Source: an optimization exercise on an open RTL-to-GDS flow (aim: small area, a short achievable clock period and few clock cycles per item). Production flows keep margins and buffers that such runs may drop. RTL that was checked went through simulation tests only; none was proved equivalent to the original.

Design takum_unit, start of the top module:
module takum_unit (
    input  wire        clk,
    input  wire        rst,
    input  wire        req_valid,
    output wire        req_ready,
    input  wire [3:0]  op,
    input  wire [15:0] a,
    input  wire [15:0] b,
    input  wire [31:0] k,
    input  wire        f_s,
    input  wire        f_d,
    input  wire [2:0]  f_r,
    input  wire [6:0]  f_c,
    input  wire [10:0] f_m,
    input  wire        l_sign,
    input  wire [20:0] l_in,
    output reg         resp_valid,
    output wire [15:0] y,
    output wire [1:0]  cls,
    output wire        g_s,
    output wire        g_d,
    output wire [2:0]  g_r,
    output wire [2:0]  g_rv,
    output wire [5:0]  g_p,
    output wire [6:0]  g_c,
    output wire [10:0] g_m,
    output wire        l_sign_out,
    output wire [20:0] l_out
);
Size in the first run: roughly 3700 cells after synthesis, about 190 I/O pins, ~23000 sq um of cells after synthesis.
export LEC_CHECK = 0
export ABC_AREA = 1
export CAP_MARGIN = 20
export CORE_MARGIN = 2
export CORE_UTILIZATION = 55
export CTS_CLUSTER_DIAMETER = 80
export CTS_CLUSTER_SIZE = 25
export SLEW_MARGIN = 20
create_clock -name core_clock -period 90.0 [get_ports {clk}]
standard.sh (not shown) runs the stock make flow with config.mk's settings and CLKGATE_MAP_FILE= SYNTH_SCRIPT=/design/flow/synth_recipe.tcl, a recipe that flattens the netlist after the stock synthesis.
==> flow/flow/run.sh <==
#!/bin/bash
# The standard layout, with plain buffers (buf_1) on the ports instead of
# the delay cell buffer_ports picks by default.
set -euo pipefail
export BUFFER_PORTS_ARGS="-buffer_cell sky130_fd_sc_hd__buf_1"
bash standard.sh finish > standard.log 2>&1
Testbench counts at the start, summed over its fixed seeds: cycles 24,040, items 24,000.
==> next run, changes <==
--- a/flow/design.v
+++ b/flow/design.v
@@ -22,17 +22,17 @@
     output wire [2:0]  g_r,
     output wire [2:0]  g_rv,
     output wire [5:0]  g_p,
     output wire [6:0]  g_c,
     output wire [10:0] g_m,
     output wire        l_sign_out,
     output wire [20:0] l_out
 );
-    localparam [19:0] CUT = 20'b0100_0000_1000_0000_1000;
+    localparam [19:0] CUT = 20'b0000_0001_0000_0100_0000;
     localparam [3:0] OP_FDEC  = 4'b0000;
     localparam [3:0] OP_FENC  = 4'b0001;
     localparam [3:0] OP_TOL   = 4'b0010;
     localparam [3:0] OP_FROML = 4'b0011;
     localparam [3:0] OP_MUL   = 4'b1000;
     localparam [3:0] OP_DIV   = 4'b1001;
     localparam [3:0] OP_INV   = 4'b1010;
     localparam [3:0] OP_IPOW  = 4'b1011;
Non-clock buffer count goes up by 2; via count goes up by 2.8%; worst setup slack loses 2.0 ns; clock skew goes down by 0.0083 ns; design area goes down by 2.5%.
For the second run of this note, only the layout was checked, not whether the RTL still works.

--- another note on this design; it stands on its own ---

Design takum_unit, start of the top module:
module takum_unit (
    input  wire        clk,
    input  wire        rst,
    input  wire        req_valid,
    output wire        req_ready,
    input  wire [3:0]  op,
    input  wire [15:0] a,
    input  wire [15:0] b,
    input  wire [31:0] k,
    input  wire        f_s,
    input  wire        f_d,
    input  wire [2:0]  f_r,
    input  wire [6:0]  f_c,
    input  wire [10:0] f_m,
    input  wire        l_sign,
    input  wire [20:0] l_in,
    output reg         resp_valid,
    output wire [15:0] y,
    output wire [1:0]  cls,
    output wire        g_s,
    output wire        g_d,
    output wire [2:0]  g_r,
    output wire [2:0]  g_rv,
    output wire [5:0]  g_p,
    output wire [6:0]  g_c,
    output wire [10:0] g_m,
    output wire        l_sign_out,
    output wire [20:0] l_out
);
clock: 90.0 ns
lec_check: 0
cap_margin: 20
core_margin: 2
core_utilization: 40
slew_margin: 20
standard.sh (not shown) runs the stock make flow with config.mk's settings and CLKGATE_MAP_FILE= SYNTH_SCRIPT=/design/flow/synth_recipe.tcl, a recipe that flattens the netlist after the stock synthesis.
==> flow/flow/run.sh <==
#!/bin/bash
# The standard layout, with plain buffers (buf_1) on the ports instead of
# the delay cell buffer_ports picks by default.
set -euo pipefail
export BUFFER_PORTS_ARGS="-buffer_cell sky130_fd_sc_hd__buf_1"
bash standard.sh finish > standard.log 2>&1
Testbench counts at the start, summed over its fixed seeds: cycles 24,072, items 24,000.
==> next run, changes <==
==> flow/run.sh (new file) <==
#!/bin/bash
# synth_recipe.tcl (not shown) runs the flow's synth.tcl, then flattens the netlist and writes it again
# the make line also repeats each setting of config.mk as NAME=value (left out here)
make -C /OpenROAD-flow-scripts/flow DESIGN_CONFIG=/design/flow/config.mk WORK_HOME=/design/flow/orfs CLKGATE_MAP_FILE= SYNTH_SCRIPT=/design/flow/synth_recipe.tcl finish
removed: flow/flow/run.sh
removed: flow/standard.sh
Effect: Via count went down slightly; synthesized area does not change; routed wire length went up by a few percent.


takum_unit, a different RTL version from the one above (not shown whole).
Size in the first run: roughly 250 flip-flops, ~190 I/O pins, ~24000 um^2 of cells after synthesis.
==> flow/config.mk <==
export PLATFORM = sky130hd
export DESIGN_NAME = takum_unit
export DESIGN_NICKNAME = takum_unit
export VERILOG_FILES = /design/flow/design.v
export SDC_FILE = /design/flow/constraint.sdc
export NUM_CORES = 4
export LEC_CHECK = 0
export ABC_AREA = 1
export CAP_MARGIN = 20
export CORE_MARGIN = 2
export CORE_UTILIZATION = 65
export CTS_CLUSTER_DIAMETER = 80
export CTS_CLUSTER_SIZE = 25
export SLEW_MARGIN = 20
==> flow/constraint.sdc <==
create_clock -name core_clock -period 90.0 [get_ports {clk}]
set_input_delay 18.0000 -clock core_clock [delete_from_list [all_inputs] [get_ports {clk}]]
set_output_delay 18.0000 -clock core_clock [all_outputs]
set_load 0.01 [all_outputs]
run.sh (not shown) runs the stock make flow with config.mk's settings and CLKGATE_MAP_FILE= SYNTH_SCRIPT=/design/flow/synth_recipe.tcl, a recipe that flattens the netlist after the stock synthesis.
Stock flow here: none of the scripts above is used.
The baseline produced a clean layout.
Testbench counts at the start, summed over its fixed seeds: cycles 24,040, items 24,000.
==> next run, changes <==
==> flow/flow/run.sh (new file) <==
#!/bin/bash
set -euo pipefail
export BUFFER_PORTS_ARGS="-buffer_cell sky130_fd_sc_hd__buf_1"
export SETUP_SLACK_MARGIN=71
bash standard.sh finish > standard.log 2>&1
==> flow/standard.sh (new file) <==
#!/bin/bash
# synth_recipe.tcl (not shown) runs the flow's synth.tcl, then flattens the netlist and writes it again
# the make line also repeats each setting of config.mk as NAME=value (left out here)
make -C /OpenROAD-flow-scripts/flow DESIGN_CONFIG=/design/flow/config.mk WORK_HOME=/design/flow/orfs CLKGATE_MAP_FILE= SYNTH_SCRIPT=/design/flow/synth_recipe.tcl "${@:-finish}"
removed: flow/run.sh
Cell count stays flat.
Wire length decreases by 4.2%.
Area after synthesis does not change.
Synthesized cell count stays the same.
Via count shrinks by 2.0%.
Die area stays the same.

[static timing again, ports no longer ideal]
The flow's constraints put no driver on any port. The routed layouts listed below were extracted and timed again, unchanged, in two steps.
Step 1 (the two cells are an assumption about what drives the block):
set clk [get_ports {clk}]
set_driving_cell -lib_cell sky130_fd_sc_hd__clkbuf_16 $clk
set_driving_cell -lib_cell sky130_fd_sc_hd__buf_2 [delete_from_list [all_inputs] $clk]
Step 2, shift: input delay + t, output delay - t, t = (earliest + latest rising clock arrival at the registers) / 2. This alone moves slack from input paths to output paths.
a / b / c = no drivers / after step 1 / after step 2; a / b = the first two.
run | shift t [ns] | setup slack, ns | worst hold slack (ns) | worst setup path after step 2 | pins driven straight from the clock port
the first run of note 1 | 0.580 | 70.646 / 70.676 / 70.096 | 0.320 / 0.320 / 0.320 | input to register | 1
the second run of note 1 | 0.557 | 68.647 / 68.647 / 68.647 | 0.332 / 0.332 / 0.332 | register to register | 1
the first run of note 2 | 0.674 | 70.685 / 70.615 / 70.383 | 0.322 / 0.322 / 0.322 | input to register | 1
the second run of note 2 | 0.671 | 70.274 / 70.207 / 70.108 | 0.323 / 0.323 / 0.323 | input to register | 1
the first run of note 3 | 0.593 | 70.353 / 70.394 / 69.801 | 0.327 / 0.327 / 0.327 | input to register | 1
the second run of note 3 | 0.589 | 70.948 / 70.887 / 70.660 | 0.323 / 0.323 / 0.323 | input to register | 1
After both steps setup and hold are still met in every run listed. For the first run of note 3, which loses most, drivers alone change the setup slack by +0.041 ns; drivers and shift together by -0.552 ns.
